Source: an optimization exercise on an open RTL-to-GDS flow (aim: small area). Production flows keep margins and buffers that such runs may drop.
The RTL was checked by simulation tests, not by an equivalence proof against the original design.
No activity file was given, so power comes from the tool's default toggle rates.

## design/flow/flow/run.sh

```bash
#!/bin/bash
# The standard ORFS layout (the standard.sh) with these changes:
#  - every input and output port is still buffered, with the smallest buffer cell;
#  - clock tree synthesis uses small buffers, fixed sink clustering and no dummy loads.
set -euo pipefail
export BUFFER_PORTS_ARGS="-buffer_cell sky130_fd_sc_hd__buf_1"
export CTS_ARGS="-sink_clustering_enable -repair_clock_nets -buf_list sky130_fd_sc_hd__clkbuf_4 -sink_clustering_size 12 -sink_clustering_max_diameter 45 -dont_use_dummy_load"
bash standard.sh > standard_flow.log 2>&1
```

## design/flow/standard.sh

```bash
#!/bin/bash
# synth_recipe.tcl (not shown) runs the flow's synth.tcl, then flattens the netlist and writes it again
# the make line also repeats each setting of config.mk as NAME=value (left out here)
make -C /OpenROAD-flow-scripts/flow DESIGN_CONFIG=/design/flow/config.mk WORK_HOME=/design/flow/orfs CLKGATE_MAP_FILE= SYNTH_SCRIPT=/design/flow/synth_recipe.tcl "${@:-finish}"
```

## design/flow/config.mk

```make
export PLATFORM = sky130hd
export DESIGN_NAME = ecb
export DESIGN_NICKNAME = ecb
export VERILOG_FILES = /design/flow/design.v
export SDC_FILE = /design/flow/constraint.sdc
export NUM_CORES = 4
export LEC_CHECK = 0
export ABC_AREA = 1
export CAP_MARGIN = 20
export CORE_MARGIN = 2
export CORE_UTILIZATION = 40
export SLEW_MARGIN = 20
```

## design/flow/constraint.sdc

```tcl
create_clock -name core_clock -period 10.0 [get_ports {clk}]
set_input_delay 2.0000 -clock core_clock [delete_from_list [all_inputs] [get_ports {clk}]]
set_output_delay 2.0000 -clock core_clock [all_outputs]
set_load 0.01 [all_outputs]
```

## design/flow/design.v

```verilog
module ecb (
    input  wire        clk,
    input  wire        rst,         
    input  wire        in_valid,
    input  wire [7:0]  in_data,
    input  wire        in_last,
    output wire        in_ready,
    output reg         done,
    output reg  [3:0]  status,
    output reg  [63:0] rdata
);
    localparam [3:0] O_NOP = 4'd0, O_RD = 4'd1, O_VER = 4'd2, O_ILL = 4'd3,
                     O_BLD = 4'd4, O_BLDT = 4'd5, O_STA = 4'd6, O_SETTH = 4'd7,
                     O_INIT = 4'd8, O_SMP = 4'd9, O_CLS = 4'd10;
    reg  [3:0]   ph;           
    reg          clr;          
    reg  [4:0]   k;            
    reg  [3:0]   op;
    reg  [7:0]   b1;           
    reg          pend, run;
    reg  [11:0]  acc;
    reg          cy;
    reg          cmp_dec, cmp_lt, wrx;    
    reg          veq, bad_opc, nanf, mnz;
    reg          base_valid, delta_valid, wrap_rx, wrap_tx, th_valid;
    reg  [127:0] bs;    
    reg  [127:0] dl;    
    reg  [127:0] fa;    
    reg  [31:0]  th;    
    reg  [63:0]  sg;    
    wire [7:0] bs_m  = bs[127:120];
    wire [7:0] dl_m  = dl[127:120];
    wire [7:0] fa_m  = fa[127:120];
    wire [7:0] fa_j1 = fa[15:8];
    wire [7:0] th_m  = th[31:24];
    wire [7:0] sg_m  = sg[63:56];
    wire [7:0] rr_m  = rdata[7:0];
    wire [7:0] rr_c1 = rdata[55:48];
    wire [7:0] rr_c5 = rdata[23:16];    
    wire       pm2_hi     = (ph[3] && ph[2:1] != 2'b00) || (ph[3:1] == 3'b000);    
    wire [7:0] stage_main = ph[3]  ? sg_m      : rr_m;       
    wire [7:0] stage_j1   = pm2_hi ? sg[15:8]  : rr_c1;      
    function [3:0] opdec;
        input [7:0] b;
        case (b)
            8'h00: opdec = O_NOP;
            8'h01: opdec = O_RD;
            8'h10: opdec = O_BLD;
            8'h11: opdec = O_BLDT;
            8'h12: opdec = O_VER;
            8'h13: opdec = O_STA;
            8'h20: opdec = O_INIT;
            8'h21: opdec = O_SMP;
            8'h30: opdec = O_SETTH;
            8'h31: opdec = O_CLS;
            default: opdec = O_ILL;
        endcase
    endfunction
    function [4:0] oplen;
        input [3:0] o;
        case (o)
            O_NOP:   oplen = 5'd1;
            O_RD:    oplen = 5'd2;
            O_BLD:   oplen = 5'd7;
            O_BLDT:  oplen = 5'd7;
            O_VER:   oplen = 5'd13;
            O_STA:   oplen = 5'd13;
            O_INIT:  oplen = 5'd17;
            O_SMP:   oplen = 5'd18;
            O_SETTH: oplen = 5'd4;
            O_CLS:   oplen = 5'd10;
            default: oplen = 5'd0;
        endcase
    endfunction
    function [3:0] cpos;
        input [3:0] o;
        case (o)
            O_BLD, O_BLDT:  cpos = 4'd6;
            O_STA:          cpos = 4'd2;
            O_SETTH:        cpos = 4'd3;
            O_INIT:         cpos = 4'd8;
            O_SMP:          cpos = 4'd9;
            default:        cpos = 4'd10;
        endcase
    endfunction
    wire       stg  = (k != 5'd0) && (op[3:2] != 2'b00);
    wire [3:0] tpos = cpos(op) - k[3:0];
    assign in_ready = !pend && !run && (!stg || ph == tpos);
    wire accept = in_valid && in_ready;
    reg  [7:0] rsrc;      
    reg  [1:0] rring;     
    reg        rfromr;    
    reg  [3:0] rq;
    reg  [3:0] rn;
    reg        rok;
    wire [8:0] sum;
    wire [3:0] cnt = ph - rq;    
    wire       rwin = (rn == 4'd8) ? !cnt[3] :
                      (rn == 4'd3) ? (cnt[3:2] == 2'b00 && cnt[1:0] != 2'b11) :
                      (rn == 4'd2) ? (cnt[3:1] == 3'b000) : (cnt == 4'd0);
    wire       built  = (fa_m[2:0] != 3'd0);                 
    wire [7:0] csum_b = (cnt == 4'd6) ? ((b1 == 8'h29) ? {4'd0, acc[11:8]} : acc[7:0]) :
                        (cnt == 4'd7) ? {4'd0, acc[11:8]} : 8'd0;
    always @(*) begin
        rok    = 1'b1;
        rq     = 4'd0;
        rn     = 4'd1;
        rsrc   = 8'd0;
        rring  = 2'd0;
        rfromr = 1'b0;
        case (b1)
            8'h00: rsrc = {4'd0, status};
            8'h01: begin rfromr = 1'b1; rring = 2'd3; rq = 4'd3; end
            8'h10: begin rfromr = 1'b1; rq = 4'd5; end
            8'h11: begin rsrc = csum_b; rn = 4'd8; end              
            8'h12: begin rsrc = {7'd0, fa_m[7]}; rq = 4'd7; end
            8'h13: begin rfromr = (cnt == 4'd0); rsrc = {4'd0, fa_m[3:0]}; rq = 4'd6; rn = 4'd2; end
            8'h20: begin rsrc = built ? 8'hA0 : 8'h00; rq = 4'd4; end
            8'h21: begin rsrc = {7'd0, built}; rq = 4'd4; end
            8'h22, 8'h23: ;
            8'h24: begin rsrc = {5'd0, fa_m[2:0]}; rq = 4'd4; end
            8'h25: begin rfromr = 1'b1; rq = 4'd3; end
            8'h26: begin rfromr = 1'b1; rq = 4'd2; end
            8'h27: begin rfromr = 1'b1; rq = 4'd1; end
            8'h28: begin rfromr = 1'b1; rq = 4'd0; end
            8'h29: begin rsrc = (cnt == 4'd6) ? csum_b : 8'd0; rn = 4'd8; end
            8'h2A: begin rsrc = (cnt == 4'd6) ? csum_b : 8'd0; rn = 4'd8; end
            8'h30: begin rsrc = {7'd0, fa_m[3]};   rq = 4'd4; end
            8'h31: begin rsrc = {6'd0, fa_m[5:4]}; rq = 4'd4; end
            8'h32: begin rsrc = {6'd0, fa_m[7:6]}; rq = 4'd4; end
            8'h33: begin rfromr = 1'b1; rq = 4'd15; end
            8'h34: begin rfromr = 1'b1; rq = 4'd14; end
            8'h35: begin rfromr = 1'b1; rq = 4'd13; end
            8'h36: begin rfromr = 1'b1; rq = 4'd12; end
            8'h37: begin rfromr = 1'b1; rq = 4'd10; rn = 4'd2; end
            8'h38, 8'h39: begin rfromr = 1'b1; rq = 4'd8; rn = 4'd2; end
            8'h3A: begin rfromr = 1'b1; rq = 4'd10; rn = 4'd2; end
            8'h3B: begin rsrc = {7'd0, (cnt == 4'd2) && !cy}; rq = 4'd10; rn = 4'd3; end    
            8'h40: begin rfromr = 1'b1; rring = 2'd1; rq = 4'd0; rn = 4'd8; end
            8'h41: begin rfromr = 1'b1; rring = 2'd1; rq = 4'd8; rn = 4'd8; end
            8'h42: rsrc = {7'd0, base_valid};
            8'h43: begin rfromr = 1'b1; rring = 2'd2; rq = 4'd0; rn = 4'd8; end
            8'h44: begin rfromr = 1'b1; rring = 2'd2; rq = 4'd8; rn = 4'd8; end
            8'h45: rsrc = {7'd0, delta_valid};
            8'h46: rsrc = {7'd0, wrap_rx};
            8'h47: rsrc = {7'd0, wrap_tx};
            8'h50: begin rfromr = 1'b1; rring = 2'd3; rq = 4'd2; end
            8'h51: begin rfromr = 1'b1; rring = 2'd3; rq = 4'd1; end
            8'h52: begin rfromr = 1'b1; rring = 2'd3; rq = 4'd0; end
            8'h53: rsrc = {7'd0, th_valid};
            8'h54: begin rsrc = {6'd0, fa_m[5:4]}; rq = 4'd7; end
            8'h55: begin rsrc = {7'd0, fa_m[6]};   rq = 4'd7; end
            default: rok = 1'b0;
        endcase
    end
    reg [3:0] fcode;
    always @(*) begin
        fcode = 4'd0;
        if (op == O_ILL)
            fcode = 4'd1;
        else if (k != oplen(op))
            fcode = 4'd2;
        else if ((op == O_SMP || op == O_CLS) && b1[7:1] != 7'd0)
            fcode = 4'd8;
        else begin
            case (op)
                O_RD:          if (!rok) fcode = 4'd7;
                O_BLD, O_BLDT: if (bad_opc) fcode = 4'd3;
                O_SMP:         if (!base_valid) fcode = 4'd4;
                O_CLS:
                    if (b1[0]) begin
                        if (!th_valid) fcode = 4'd5;
                        else if (nanf) fcode = 4'd6;
                    end
                default: ;
            endcase
        end
    end
    wire ok   = (fcode == 4'd0);
    wire rdgo = (op == O_RD) && ok;
    wire xe   = run && ok && (op != O_RD);      
    wire [3:0] qs  = rdgo ? rq : (op == O_CLS) ? 4'd8 : 4'd0;    
    wire [3:0] ph1 = ph + 4'd1;
    wire       rlate6 = (b1 == 8'h11) || (b1 == 8'h29) || (b1 == 8'h2A);
    wire       fin = rdgo ? (cnt == ((b1 == 8'h3B) ? 4'd9 : rlate6 ? 4'd13 : 4'd7)) : (ph1 == qs);
    wire rd_toff  = (b1[7:1] == 7'h1D);                
    wire rd_delta = (b1[7:1] == 7'h21) || (b1 == 8'h44);   
    wire rd_wrap  = b1[0] ? wrap_rx : wrap_tx;            
    reg [7:0] aa, bb;
    reg       ci;
    always @(*) begin
        aa = stage_main;
        bb = 8'd0;
        ci = 1'b0;
        if (op == O_RD) begin
            case (rring)
                2'd0: aa = (ph == 4'd4) ? {5'd0, fa_m[2:0]} : fa_m;    
                2'd1: aa = bs_m;
                2'd2: aa = dl_m;
                default: aa = th_m;
            endcase
            if (rd_toff) begin
                bb = ~fa_j1; ci = (ph == 4'd10) ? 1'b1 : cy;
            end else if (rd_delta) begin
                bb = {8{rd_wrap}}; ci = (ph[2:0] != 3'd0) && cy;
            end
        end else begin
            case (op)
                O_BLDT: begin
                    aa = (ph[3:1] == 3'b000) ? rr_c5 : stage_main;
                    bb = (ph[3:1] == 3'b001) ? stage_j1 : 8'd0;
                    ci = (ph == 4'd3) ? cy : 1'b0;
                end
                O_SMP: begin                   
                    bb = ~bs_m;
                    ci = (ph[2:0] == 3'd0) ? 1'b1 : cy;
                end
                O_CLS: begin                   
                    aa = acc[7:0]; bb = ~th_m; ci = 1'b1;
                end
                default: ;
            endcase
        end
    end
    assign sum = {1'b0, aa} + {1'b0, bb} + {8'd0, ci};
    wire [11:0] acc_base = run ? ((ph == 4'd0) ? 12'h0A1 : acc)
                               : ((k == 5'd2) ? 12'd0 : acc);    
    wire [7:0]  acc_add  = run ? sum[7:0] : in_data;
    wire [11:0] acc_nx   = acc_base + {4'd0, acc_add};
    wire vok_c = (b1 == 8'd11) && (acc != 12'd0) && veq;
    wire okst  = vok_c && cmp_dec;
    wire [7:0]  u2  = sg_m;
    wire [7:0]  u3  = rdata[63:56];
    wire [7:0]  u4  = rr_c1;
    wire [10:0] ue  = {u2[6:0], u3[7:4]};
    wire        u_big   = ue[10] && (ue[9:3] != 7'd0 || ue[2:0] == 3'd7);
    wire        u_small = !ue[10] && (ue[9:0] != 10'h3FF);
    wire [10:0] u_load  = u_small ? 11'd0 : u_big ? 11'h0FF :
                          {3'd6 - ue[2:0], 1'b1, u3[3:0], u4[7:5]};
    wire        u_lt    = !sum[8];                           
    wire        u_neg   = cmp_dec && !(veq && !mnz);         
    wire [1:0]  u_cls   = u_neg ? 2'd0 : {cmp_lt, wrx};
    wire ctr_x  = xe && (op == O_INIT || op == O_SMP);
    wire [7:0] bs_in = ctr_x ? stage_main : (clr ? 8'd0 : bs_m);
    wire [7:0] dl_in = ctr_x ? ((op == O_SMP) ? sum[7:0] : 8'd0) : (clr ? 8'd0 : dl_m);
    reg  [7:0] fa_wm, fa_wd;       
    always @(*) begin
        fa_wm = 8'h00;
        fa_wd = sum[7:0];
        if (xe) begin
            case (op)
                O_BLD, O_BLDT:
                    if (ph[3:1] == 3'b010)                    
                        fa_wm = ph[0] ? 8'hFF : 8'h07;
                    else if (ph[3:2] == 2'b00)
                        fa_wm = 8'hFF;
                O_VER, O_STA: begin
                    if (ph == 4'd6) begin
                        fa_wm = 8'hFF; fa_wd = acc[7:0];
                    end else if (ph == 4'd7) begin
                        fa_wm = 8'h8F; fa_wd = {vok_c, 3'd0, acc[11:8]};
                    end else if (op == O_STA && ph == 4'd4) begin
                        fa_wm = 8'hF8;
                        fa_wd = okst ? {cmp_lt, wrx, 2'd0, 1'b1, 3'd0}
                                     : {2'd0, (b1 != 8'd11) ? 2'd1 : (!vok_c) ? 2'd2 : 2'd3, 4'd0};
                    end else if (op == O_STA && ph[3]) begin
                        fa_wm = 8'hFF; fa_wd = okst ? stage_main : 8'd0;
                    end
                end
                O_CLS:
                    if (ph == 4'd7) begin
                        fa_wm = b1[0] ? 8'h70 : 8'h40;
                        fa_wd = {1'b0, b1[0], u_cls, 4'd0};
                    end
                default: ;
            endcase
        end
    end
    wire [7:0] fa_in = (fa_wm & fa_wd) | (~fa_wm & (clr ? 8'd0 : fa_m));
    wire th_fw = run && !ok && (ph[1:0] == 2'b11);        
    wire th_we = th_fw || (xe && (op == O_SETTH) && (ph[3:2] == 2'b00 && ph[1:0] != 2'b11));
    reg  [7:0] fbit;
    always @(*) begin
        case (fcode)
            4'd1: fbit = 8'h01;
            4'd2: fbit = 8'h02;
            4'd3: fbit = 8'h04;
            4'd4: fbit = 8'h08;
            4'd5: fbit = 8'h10;
            4'd6: fbit = 8'h20;
            4'd7: fbit = 8'h40;
            default: fbit = 8'h80;
        endcase
    end
    wire [7:0] th_wd = th_fw ? (th_m | fbit) : stage_main;
    wire [7:0] th_in = th_we ? th_wd : (clr ? 8'd0 : th_m);
    wire       swr   = accept && stg;
    wire       k2to10 = (k[4:3] == 2'b00 && k[2:1] != 2'b00) || (k[4:2] == 3'b010 && k[1:0] != 2'b11);
    wire [7:0] sg_in = (swr && tpos[3]) ? in_data : sg_m;
    wire [7:0] rd_in = (run && rdgo && rwin && !clr) ? (rfromr ? sum[7:0] : rsrc) : 8'd0;
    wire [7:0] rr_in = (run && rdgo) ? rd_in : (swr && !tpos[3]) ? in_data : rr_m;
    always @(posedge clk) begin
        bs    <= {bs[119:0], bs_in};
        dl    <= {dl[119:0], dl_in};
        fa    <= {fa[119:0], fa_in};
        th    <= {th[23:0], th_in};
        sg    <= {sg[55:0], sg_in};
        rdata <= {rr_in, rdata[63:8]};
        cy    <= sum[8];
    end
    always @(posedge clk) begin
        if (rst) begin
            ph      <= 4'd0;
            clr     <= 1'b1;
            k       <= 5'd0;
            pend    <= 1'b0;
            run     <= 1'b0;
            done    <= 1'b0;
            status  <= 4'd0;
            base_valid  <= 1'b0;
            delta_valid <= 1'b0;
            wrap_rx     <= 1'b0;
            wrap_tx     <= 1'b0;
            th_valid    <= 1'b0;
        end else begin
            ph   <= ph1;
            done <= 1'b0;
            if (ph == 4'd15)
                clr <= 1'b0;
            if (accept) begin
                if (k != 5'd31)
                    k <= k + 5'd1;
                if (k == 5'd0) begin
                    op   <= opdec(in_data);
                    nanf <= 1'b0;
                end
                if (k == 5'd1)
                    b1 <= in_data;
                if (in_last)
                    pend <= 1'b1;
                if (k != 5'd0) begin
                    case (op)
                        O_VER, O_STA: begin
                            if (k2to10)
                                acc <= acc_nx;
                            if (k == 5'd11)
                                veq <= (in_data == {4'd0, acc[11:8]});
                            if (k == 5'd12)
                                veq <= veq && (in_data == acc[7:0]);
                            if (k == 5'd2) begin
                                cmp_dec <= (in_data[7:2] == 6'd0);
                                cmp_lt  <= in_data[1];
                                wrx     <= in_data[0];
                            end
                        end
                        O_BLD:
                            if (k == 5'd2) bad_opc <= (in_data[7:3] != 5'd0) || (in_data[2:0] == 3'd0) || (in_data[2:1] == 2'b11);
                        O_BLDT:
                            if (k == 5'd2) bad_opc <= (in_data != 8'd4) && (in_data != 8'd5);
                        default: ;
                    endcase
                end
            end
            if (pend && ph1 == qs) begin
                pend <= 1'b0;
                run  <= 1'b1;
            end
            if (run) begin
                if (fin) begin
                    run    <= 1'b0;
                    done   <= 1'b1;
                    status <= fcode;
                    k <= 5'd0;
                end
            end
            if (run && op == O_RD && (ph[3:2] == 2'b00 || ph == 4'd4))      
                acc <= (ph == 4'd4 && !built) ? 12'd0 : acc_nx;
            if (xe) begin
                case (op)
                    O_INIT:
                        if (ph == 4'd0) begin
                            base_valid  <= 1'b1;
                            delta_valid <= 1'b0;
                            wrap_rx     <= 1'b0;
                            wrap_tx     <= 1'b0;
                        end
                    O_SMP: begin
                        if (ph == 4'd0)
                            delta_valid <= !b1[0];
                        if (ph == 4'd7)
                            wrap_rx <= !sum[8];
                        if (ph == 4'd15)
                            wrap_tx <= !sum[8];
                    end
                    O_SETTH:
                        if (ph == 4'd0)
                            th_valid <= 1'b1;
                    O_CLS: begin
                        if (ph == 4'd8) begin
                            acc     <= {1'b0, u_load};
                            cmp_dec <= u2[7];                    
                            veq     <= (ue == 11'd0);
                            bad_opc <= (ue == 11'h7FF);
                            mnz     <= (|u3[3:0]) || (|u4);
                        end
                        if (ph[3] && ph != 4'd8 && acc[10:8] != 3'd0)
                            acc <= {1'b0, acc[10:8] - 3'd1, 1'b0, acc[7:1]};
                        if (ph == 4'd0) begin
                            cmp_lt <= 1'b1;
                            wrx    <= !u_lt;
                        end
                        if ((ph == 4'd1 || ph == 4'd2) && u_lt) begin
                            cmp_lt <= 1'b0;
                            wrx    <= (ph == 4'd1);
                        end
                        if (ph != 4'd0 && ph[3:2] == 2'b00 || ph == 4'd4 || ph == 4'd5)
                            mnz <= mnz || (|stage_main);
                        if (ph == 4'd5)
                            nanf <= b1[0] && bad_opc && (mnz || (|stage_main));
                    end
                    default: ;
                endcase
            end
        end
    end
endmodule
```

==> summary.txt <==
==> cells in the mapped netlist, types with 19 or more instances <==
master and count:
edfxtp_1 31, nand2_1 316, o211ai_1 26, dfxtp_1 572
o21ai_0 123, ha_1 39, nor3_1 45, xor2_1 19
nand4_1 20, o22ai_1 27, inv_1 190, a21oi_1 84
nor2_1 143, nand3_1 91, clkbuf_1 24
==> per-stage QoR <==
stage                     power [W]  area [µm²]
after floorplan            0.003194       19220
after global placement     0.003547       20320
after detailed placement   0.003555       20320
after CTS                  0.004584       20860
after global routing       0.004765       20870
final                      0.004542       20870
==> registers in the layout (all words and copies together), names as in the netlist, 4 cells and up, named ones only <==
| name | count |
|---|---|
| dl | 128 |
| bs | 128 |
| sg | 64 |
| ph | 4 |
| status | 4 |
| k | 5 |
| th | 32 |
| fa | 128 |
| acc | 12 |
| op | 4 |
| b1 | 8 |
| rdata | 64 |
==> area by class of cell <==
type                    count  area [µm²]  area share, %
inverters                 202       758.2          3.633
clock buffers              71       533.0          2.554
flip-flops and latches    603       12380          59.33
diodes                      3       7.507        0.03597
well taps                 615       769.5          3.687
repair buffers            102       461.7          2.212
multi-input cells        1104        5957          28.54
==> metal layers <==
metal	GRT usage, %	share of wire [%]	vias to the layer above
li1	-	-	6771
met1	32.15	44	6769
met2	38.42	45	567
met3	5.228	6.7	144
met4	10.65	4.3	4
met5	0	0.040	-
==> worst max-delay path, delay by kind of cell, from the launching register on <==
| family | cells | cell delay (ns) |
|---|---|---|
| buf+inv | 5 | 0.84 |
| flops | 1 | 0.44 |
| fa+ha+maj | 3 | 1.08 |
| compound gates | 9 | 2.02 |
| xor+xnor | 2 | 0.28 |
| simple gates | 10 | 1.45 |
==> kinds of logic (layout without fill, tap and decap cells) <==
| group | Yosys count | in the layout |
|---|---|---|
| other | 0 | 3 |
| flip-flops | 603 | 603 |
| multiplexers | 1 | 1 |
| adder cells (fa/ha/maj) | 44 | 44 |
| AO/OA/AOI/OAI | 357 | 357 |
| XOR/XNOR | 29 | 29 |
| AND/OR/NAND/NOR | 673 | 673 |
| buffers and inverters | 235 | 375 |
==> where the power goes <==
part | internal [W] | switching (W) | total [W] | leakage [nW]
logic | 0.000227 | 0.000496 | 0.000723 | 3.48
clock network | 0.000327 | 0.000698 | 0.00103 | 0.327
registers | 0.00263 | 0.000161 | 0.00279 | 4.93
total | 0.00319 | 0.00136 | 0.00454 | 8.74
==> worst max-delay path by stage <==
| stage | to | start | cells after the start |
|---|---|---|---|
| floorplan | acc[11]$_DFFE_PN_ | op[1]$_DFFE_PP_ | 28 |
| global placement | acc[11]$_DFFE_PN_ | op[1]$_DFFE_PP_ | 29 |
| detailed placement | acc[11]$_DFFE_PN_ | op[1]$_DFFE_PP_ | 29 |
| CTS | acc[11]$_DFFE_PN_ | op[1]$_DFFE_PP_ | 29 |
| global route | acc[11]$_DFFE_PN_ | op[1]$_DFFE_PP_ | 29 |
| finish | acc[11]$_DFFE_PN_ | op[1]$_DFFE_PP_ | 29 |
==> summary.txt <==
CP max stage delay=0.70 ns; crit start category=register; CTS tree=yes; die outline width=223.2 µm; post-synth cell types=60; vias in the first global route=13.72k; min Tclk post-route=6.322 ns; Longest Clk Path Bufs=3; slowest cell on the critical path=nor2_1; Crit Reg-Reg Startpoint=op[1]$_DFFE_PP_; Area Growth Syn to Fin=8.594%; WHS=0.2558 ns; Compound-Gate Fraction of Synth Area=11.21%; Worst-path clk slew=0.10 ns; RePlAce Congestion=0.9667; synthesized flop and latch total=603; final std cells w/o fill=2,700; Reg2Reg Depth=29; Post-Syn Area=19,220 µm²; routed wire length=60.32 mm; Req. time, crit path=10.53 ns; final core utilization=43.89%; status=finished clean; PD cells=217.6 nW/µm²; yosys synthesis warning count=1; dpl hpwl=46.45 mm; post-synth top area share=59.59%; GRT Overall Usage=24.31%; RSZ-0062 raised after global routing=no; hold path cells=0; FILL cells=4,689; global-route wire length before repair=88.35 mm; Seq/Total Area, Yosys=64.43%; Simple-Gate Fraction of Synth Area=15.30%; Crit Path Max Fanout=9; nets=2,140; WP data arrival=6.85 ns; Crit. End Element=register; io pins=82; # resized after CTS=0; wire per inst=22.34 µm; combinational family with the most area after synthesis=simple AND/OR/NAND/NOR gates; worst-margin pin slew=1.137 ns; Clock Skews=0.07728 ns; most frequent cells in the layout=dfxtp_1 (572), nand2_1 (316), inv_1 (190); 1st-iter DRT viols=1,159; clock sink count=603; Starting Density=40.42%; largest net degree at the start of global routing=34; Setup WS post-layout=3.678 ns; min-delay worst type=register to register; Clk Latency, worst-skew pair=0.82 ns; Fin Setup TNS=0 ns; total gr overflow=0; top cells by area, synth=dfxtp_1 (60%), nand2_1 (6.2%), edfxtp_1 (4.8%); Setup-failing EPs final=0; Post-synth EDFFs=31; f_max=0.1582 GHz; CTS buffer count=71; Hold Buf Count CTS=0; Synth Area in Adders=3.060%; Synth Area per Inst=9.896 µm²; Post-synth ARST share=0%; Worst VDD drop=112.0 µV; Max-Cap Viols=0; Syn Inst Count=1,942; initial antenna violation count=4; vias per cell=5.280; Worst slew margin=24.13%; R2R Path End=acc[11]$_DFFE_PN_; Setup WS pre-CTS=3.803 ns; Placeable Area=47,550 µm²; Inst Count DP=2,626; CP dominant cell by count=nand2_1; xor-xnor portion of the synthesized cell area=1.322%; worst reg2reg setup slack=3.68 ns; # DRC=0; Root Driver=clkbuf_4; DR vias=14.26k; post-synthesis mux area share=0.05209%; CP Class=register to register; most common flop cell mapped by yosys=dfxtp_1; commonest non-fill, non-tap cell in the layout=dfxtp_1; syn_nets=1,998; HP Start=fa[35]$_DFF_P_; H-tree Lvls=3; Hold Path End=fa[43]$_DFF_P_; Buffers on Ports=81; std cell rows=80; DIE AREA=49,810 µm²; final antenna-violating net count=0; Pre-antenna DRT Iters=5; area leader, netlist=dfxtp_1; postcts setup bufs=0; Final period util=63.22%; height of the die=223.2 µm; Pleak=8.739 nW; final hold violation count=0; layout cell share with drive strength beyond 1=6.580%; Slew Viols, Final=0

==> what the ideal ports hide <==
In the flow no input, the clock included, has a driving cell. The finished layout below was timed again as built, in two steps.
Step 1: set_driving_cell puts a clkbuf_16 on clk and a buf_2 on each other input, an assumption about the parent block.
Step 2 moves the port delays by t, midway between the first and last clock arrival at a register: inputs arrive t later, outputs are due t later. That takes back most of the time a late clock gives input paths.
Slacks: ideal ports / drivers / drivers and shift; pairs: ideal ports / drivers.
t (ns): 0.839
setup slack, ns: 3.678 / 3.678 / 3.678
hold WS [ns]: 0.256 / 0.256 / 0.256
worst setup path after step 2: register to register
After both steps setup and hold are still met in this run. For this run, drivers alone change the setup slack by 0.000 ns; drivers and shift together by 0.000 ns.
